This design comes from an exercise in tuning for small area, a short achievable clock period and few clock cycles per item on the open sky130 flow, not from production work.
In this exercise RTL edits were held to simulation tests only and were not proved equivalent to the original.
No activity file was given, so power comes from the tool's default toggle rates.

<file path="design.v">
module mont_mul (
    input  wire        clk,
    input  wire        rst,
    input  wire        start,
    input  wire [63:0] a,
    input  wire [63:0] b,
    input  wire [63:0] n,
    output reg         done,
    output reg  [63:0] res
);
    reg [63:0] a_q;
    reg [63:0] b_q;
    reg [64:0] s_q;       
    reg [5:0]  cnt;
    reg        run;
    reg        fin;
    wire [65:0] s1 = {1'b0, s_q} + (a_q[0] ? {2'b00, b_q} : 66'd0);
    wire [65:0] s2 = s1 + (s1[0] ? {2'b00, n} : 66'd0);
    wire [65:0] s_sub = {1'b0, s_q} - {2'b00, n};
    always @(posedge clk) begin
        if (rst) begin
            run  <= 1'b0;
            fin  <= 1'b0;
            done <= 1'b0;
            cnt  <= 6'd0;
        end else begin
            done <= 1'b0;
            if (start) begin
                a_q <= a;
                b_q <= b;
                s_q <= 65'd0;
                cnt <= 6'd0;
                run <= 1'b1;
                fin <= 1'b0;
            end else if (run) begin
                s_q <= s2[65:1];
                a_q <= a_q >> 1;
                cnt <= cnt + 6'd1;
                if (cnt == 6'd63) begin
                    run <= 1'b0;
                    fin <= 1'b1;
                end
            end else if (fin) begin
                fin  <= 1'b0;
                done <= 1'b1;
                res  <= s_sub[65] ? s_q[63:0] : s_sub[63:0];
            end
        end
    end
endmodule
module mr_tester (
    input  wire        clk,
    input  wire        rst,
    input  wire        start,
    input  wire [63:0] n_in,
    output wire        ready,
    output reg         done,
    output reg         prime,
    output reg         bad,
    output reg  [63:0] pw
);
    localparam S_IDLE   = 4'd0;
    localparam S_CHECK  = 4'd1;
    localparam S_CTX    = 4'd2;
    localparam S_LINIT  = 4'd3;
    localparam S_LOOP   = 4'd4;
    localparam S_SQ     = 4'd5;
    localparam S_MUL    = 4'd6;
    localparam S_FROM   = 4'd7;
    localparam S_FROMW  = 4'd8;
    localparam S_TEST   = 4'd9;
    localparam S_SQ2    = 4'd10;
    reg [3:0]  state;
    reg [63:0] n;
    reg [63:0] x;         
    reg [63:0] r;         
    reg [63:0] rn;        
    reg [63:0] d;         
    reg [6:0]  k;         
    reg [6:0]  j;         
    reg [6:0]  cnt;
    reg [63:0] base;      
    reg [63:0] t;         
    reg [63:0] e;         
    reg         mm_start;
    reg  [63:0] mm_a;
    reg  [63:0] mm_b;
    wire        mm_done;
    wire [63:0] mm_res;
    mont_mul u_mm (
        .clk   (clk),
        .rst   (rst),
        .start (mm_start),
        .a     (mm_a),
        .b     (mm_b),
        .n     (n),
        .done  (mm_done),
        .res   (mm_res)
    );
    wire [64:0] x2     = {x, 1'b0};
    wire [64:0] x2_sub = x2 - {1'b0, n};
    wire [63:0] x_dbl  = x2_sub[64] ? x2[63:0] : x2_sub[63:0];
    assign ready = (state == S_IDLE);
    always @(posedge clk) begin
        if (rst) begin
            state    <= S_IDLE;
            done     <= 1'b0;
            prime    <= 1'b0;
            bad      <= 1'b0;
            pw       <= 64'd0;
            mm_start <= 1'b0;
        end else begin
            done     <= 1'b0;
            mm_start <= 1'b0;
            case (state)
            S_IDLE: begin
                if (start) begin
                    n     <= n_in;
                    state <= S_CHECK;
                end
            end
            S_CHECK: begin
                if (!n[0] || n < 64'd3) begin
                    done  <= 1'b1;
                    bad   <= 1'b1;
                    prime <= 1'b0;
                    pw    <= 64'd0;
                    state <= S_IDLE;
                end else begin
                    x     <= 64'd1;
                    cnt   <= 7'd0;
                    d     <= n >> 1;
                    k     <= 7'd1;
                    state <= S_CTX;
                end
            end
            S_CTX: begin
                x   <= x_dbl;
                cnt <= cnt + 7'd1;
                if (!d[0]) begin
                    d <= d >> 1;
                    k <= k + 7'd1;
                end
                if (cnt == 7'd63)
                    r <= x_dbl;
                if (cnt == 7'd64) begin
                    base  <= x_dbl;
                    rn    <= n - r;
                    state <= S_LINIT;
                end
            end
            S_LINIT: begin
                t     <= d[0] ? base : r;
                e     <= d >> 1;
                state <= S_LOOP;
            end
            S_LOOP: begin
                if (e == 64'd0) begin
                    state <= S_FROM;
                end else begin
                    mm_start <= 1'b1;
                    mm_a     <= base;
                    mm_b     <= base;
                    state    <= S_SQ;
                end
            end
            S_SQ: begin
                if (mm_done) begin
                    base <= mm_res;
                    if (e[0]) begin
                        mm_start <= 1'b1;
                        mm_a     <= t;
                        mm_b     <= mm_res;
                        state    <= S_MUL;
                    end else begin
                        e     <= e >> 1;
                        state <= S_LOOP;
                    end
                end
            end
            S_MUL: begin
                if (mm_done) begin
                    t     <= mm_res;
                    e     <= e >> 1;
                    state <= S_LOOP;
                end
            end
            S_FROM: begin
                mm_start <= 1'b1;
                mm_a     <= t;
                mm_b     <= 64'd1;
                state    <= S_FROMW;
            end
            S_FROMW: begin
                if (mm_done) begin
                    pw    <= mm_res;
                    state <= S_TEST;
                end
            end
            S_TEST: begin
                if (t == r || t == rn) begin
                    done  <= 1'b1;
                    bad   <= 1'b0;
                    prime <= 1'b1;
                    state <= S_IDLE;
                end else if (k == 7'd1) begin
                    done  <= 1'b1;
                    bad   <= 1'b0;
                    prime <= 1'b0;
                    state <= S_IDLE;
                end else begin
                    j        <= k - 7'd1;
                    mm_start <= 1'b1;
                    mm_a     <= t;
                    mm_b     <= t;
                    state    <= S_SQ2;
                end
            end
            S_SQ2: begin
                if (mm_done) begin
                    t <= mm_res;
                    if (mm_res == rn) begin
                        done  <= 1'b1;
                        bad   <= 1'b0;
                        prime <= 1'b1;
                        state <= S_IDLE;
                    end else if (j == 7'd1) begin
                        done  <= 1'b1;
                        bad   <= 1'b0;
                        prime <= 1'b0;
                        state <= S_IDLE;
                    end else begin
                        j        <= j - 7'd1;
                        mm_start <= 1'b1;
                        mm_a     <= mm_res;
                        mm_b     <= mm_res;
                    end
                end
            end
            default: state <= S_IDLE;
            endcase
        end
    end
endmodule
</file>
<file path="run.sh">
#!/bin/bash
# synth_recipe.tcl (not shown) runs the flow's synth.tcl, then flattens the netlist and writes it again
# the make line also repeats each setting of config.mk as NAME=value (left out here)
make -C /OpenROAD-flow-scripts/flow DESIGN_CONFIG=/design/flow/config.mk WORK_HOME=/design/flow/orfs CLKGATE_MAP_FILE= SYNTH_SCRIPT=/design/flow/synth_recipe.tcl finish
</file>
<file path="config.mk">
export PLATFORM = sky130hd
export DESIGN_NAME = mr_tester
export DESIGN_NICKNAME = mr_tester
export VERILOG_FILES = /design/flow/design.v
export SDC_FILE = /design/flow/constraint.sdc
export NUM_CORES = 4
export LEC_CHECK = 0
export CAP_MARGIN = 20
export CORE_MARGIN = 2
export CORE_UTILIZATION = 40
export SLEW_MARGIN = 20
</file>
<file path="constraint.sdc">
create_clock -name core_clock -period 10.0 [get_ports {clk}]
set_input_delay 2.0000 -clock core_clock [delete_from_list [all_inputs] [get_ports {clk}]]
set_output_delay 2.0000 -clock core_clock [all_outputs]
set_load 0.01 [all_outputs]
</file>
==> results.yml <==
clocking:
  cts_sinks: 997
  ctsHoldBuffers: 0
  cts.reportedPaths.clkPinSlew_ns: 0.06
  htreeDepth: 3
  cts_setup_buffers: 0
  cts-buffers-inserted: 117
  cts_resized: 0
  cts_buffer_depth: 3
  cts_tree: "yes"
  cts_root_buffer: "clkbuf_16"
  clk_latency_ns: 0.79
floorplanning:
  core_area_mm2: 0.152
  start_util: 0.402
  fp.dieW_um: 395
  core.rowCount: 143
  dieArea_mm2: 0.156
  die_h_um: 395
  io_pins: 135
worst_hold_path:
  holdCritStartpoint: "mm_b[49]"
  min_to: "u_mm.b_q[49]"
  hp-class: "reg2reg"
  hold_depth: 0
sta:
  finClkSkew_ns: 0.0456
  rsz0062_at_grt: "false"
  fin_crit_ns: 7.27
  setup-tns-final_ns: 0
  layout_worst_path_cycle_share: 0.727
  hold_viol_final: 0
  fmax_mhz: 138
  relSlewSlack: 0.0920
  drv_slew: 0
  setup_viol: 0
  tightestPinTransition_ns: 1.35
detailed_routing:
  drt-pass1-iter-count: 6
  vias_per_cell: 5.94
  drc_errors: 0
  vias: 48000
  routedWlPerCell_um: 28.7
  drt-total-wl_um: 232000
  antenna_left: 0
  drt_iter0_drc: 5358
yosys:
  syn_nets: 6311
  synth_area_leaders: "edfxtp_1, ha_1, xnor2_1"
  ys_ff_latch: 997
  synth_top_area_frac: 0.451
  synthDistinctLibCells: 91
  synth-async-reset-ratio: 0
  yosysSeqAreaShare: 0.477
  synth-main-ff-cell: "edfxtp_1"
  synth_edf_count: 916
  syn_area_mm2: 0.0610
  synth.largest_area_cell: "edfxtp_1"
  yosys_warnings: 2
  synth_cells: 5914
  syn_avg_cell_area_um2: 10.3
critical_path:
  crit_family: "compound AO/OA/AOI/OAI gates"
  critPathCaptureType: "register"
  r2r_end: "u_mm.s_q[63]"
  crit_required_ns: 10.47
  worst-r2r-cell-count: 24
  path_buf_inv: 0
  start_kind: "register"
  cp_max_fo: 17
  r2r-start: "u_mm.a_q[0]"
  max_stage_delay_ns: 0.67
  setup.worst_path.class: "reg2reg"
  reg2reg_slack_ns: 2.73
  path_cells: "and2_1, ha_1, a211oi_1, o21ai_0, a21oi_1, nor3b_1, o21ai_0, nand2b_1, a21oi_1, o21ai_0, a221oi_1, xnor2_1, ha_1, and2_1, nand3_1, or4_1, a21oi_1, o21bai_1, nand3_2, a31oi_2, o31ai_4, a31oi_1, nor3_1, nor3_1"
  cp_slowest_cell: "a21oi_1"
  arrival_ns: 7.74
status:
  status: "finished clean"
pwr:
  ir_drop_mv: 0.148
  leakage_uw: 0.0255
  p_per_area_mw_per_mm2: 157
  p_total_uw: 10800
finish:
  n_fill_cell: 14500
  synthToLayoutAreaGrowth_pct: 12.2
  final_common_cell: "edfxtp_1"
  nets: 6336
  final_cell_mix: "edfxtp_1, a21oi_1, nor2_1"
  drive_gt1_frac: 0.0664
grt:
  grt_use_met1: 0.360
  grt_pass1_wl_um: 328000
  use_met3: 0.0699
  grt_max_degree: 97
  grt_overflow: 0
  antenna_found_initial: 13
  use_met2: 0.462
  grt_usage: 0.291
  busiest_layer: "met2"
  grt_pass1_vias: 46200
place:
  portBuffers: 134
  finalWeightedCongestion: 1.05
  dp_hpwl_um: 179000
job:
  drv_cap: 0
-- stage by stage --
step	setup slack [ns]	area [um2]	hold WS, ns	instances	utilization
final	2.73	68500	0.413	8078	0.452
after CTS	2.99	68500	0.405	8070	0.451
after floorplan	0.808	61000	0.400	5914	-
after detailed placement	3.03	64400	0.405	7849	0.425
after global placement	3.18	64400	0.402	7849	0.425
after global routing	2.36	68500	0.413	8071	0.451
-- worst max-delay path by stage --
stage / startpoint / to / slack (ns) / cells after the start
2_1_floorplan: rst / r[0] / 0.81 / 3
4_1_cts: u_mm.a_q[0] / u_mm.s_q[60] / 2.99 / 25
3_3_place_gp: u_mm.a_q[0] / u_mm.s_q[60] / 3.18 / 25
6_report: u_mm.a_q[0] / u_mm.s_q[63] / 2.73 / 24
5_1_grt: u_mm.a_q[0] / u_mm.s_q[60] / 2.36 / 25
3_5_place_dp: u_mm.a_q[0] / u_mm.s_q[60] / 3.03 / 25
-- cell usage after synthesis, types with 10 or more instances --
| master | instances |
|---|---|
| a21o_1 | 174 |
| buf_1 | 12 |
| a22o_1 | 61 |
| and2_1 | 218 |
| nand4_1 | 122 |
| xor2_1 | 141 |
| o31ai_1 | 21 |
| edfxtp_1 | 916 |
| o21ai_0 | 255 |
| a221o_1 | 130 |
| mux2_2 | 79 |
| or2_2 | 14 |
| o211ai_1 | 27 |
| nor3_1 | 54 |
| or3_1 | 14 |
| a211oi_1 | 34 |
| inv_1 | 270 |
| o21ai_1 | 23 |
| xnor2_1 | 364 |
| nor3b_1 | 15 |
| ha_1 | 325 |
| nor4_1 | 55 |
| a21boi_0 | 14 |
| and3_1 | 40 |
| buf_2 | 16 |
| nand3_1 | 139 |
| nor2b_1 | 40 |
| mux2i_1 | 134 |
| nor2_1 | 502 |
| o22ai_1 | 10 |
| clkbuf_1 | 251 |
| o21a_1 | 55 |
| a31oi_1 | 42 |
| nand2_1 | 353 |
| a21oi_1 | 577 |
| nand2b_1 | 42 |
| nand3b_1 | 67 |
| o31a_1 | 14 |
| o21bai_1 | 57 |
| dfxtp_1 | 81 |
-- cells by family (layout without fill, tap and decap cells) --
kind of cell	Yosys count	after routing	synth area share
xor+xnor	506	506	0.0727
fa+ha+maj	330	330	0.0683
other cells	1	8	0.0000614
compound gates	1607	1607	0.172
mux	216	216	0.0371
simple gates	1700	1700	0.138
flops	997	997	0.477
buf+inv	557	684	0.0349
-- routing by layer --
metal,part of all wire,routed length [um]
met5,0.00034,79
met1,0.39,91100
met4,0.070,16100
met2,0.45,105000
met3,0.082,19100
-- power breakdown --
group	internal [uW]	switching [uW]	total, uW	leakage, uW
registers	4690	102	4800	0.00894
logic	518	915	1430	0.0146
clock network	2590	1950	4550	0.00195
total	7800	2970	10800	0.0255
-- final cells by class --
| cell class | instances | area (um2) | share of cell area |
|---|---|---|---|
| Multi-Input combinational cell | 4360 | 30000 | 0.438 |
| Sequential cell | 997 | 29100 | 0.425 |
| Clock buffer | 143 | 3110 | 0.0453 |
| Tap cell | 2030 | 2540 | 0.0371 |
| Timing Repair Buffer | 191 | 1780 | 0.0260 |
| Inverter | 272 | 1020 | 0.0149 |
| Clock inverter | 78 | 912 | 0.0133 |
| Antenna cell | 7 | 17.5 | 0.000256 |
-- registers in the layout, indices dropped and copies added (netlist names), 6 cells and up --
register	flops
base	64
u_mm.b_q	64
rn	64
e	63
u_mm.res	64
mm_a	64
u_mm.s_q	65
r	64
x	64
u_mm.a_q	64
k	7
pw	64
u_mm.cnt	6
cnt	7
mm_b	64
j	7
t	64
n	64
d	63
Testbench counts, summed over its fixed seeds: cycles 955,933, tests 192.

## what the ideal ports hide
How much do the figures lean on ideal ports? The routed layout below was timed once more, with nothing changed but the port constraints. Step 1 assumes that a clkbuf_16 drives the clock port and a buf_2 every other input. Step 2 adds t to the input delays and takes it off the output delays; t is the mean of the earliest and latest rising clock arrival at the registers after step 1. Input paths then give back, and output paths get back, about the clock's delay inside the block. Three values: ideal, step 1, step 2; two values: the first two.
shift t [ns]: 0.847
slack for setup (ns): 2.731 / 2.731 / 2.731
worst setup path at the end: register to register
cell pins on the clock port's net: 1
After both steps setup and hold are still met in this run. For this run, drivers alone change the setup slack by 0.000 ns; drivers and shift together by 0.000 ns.
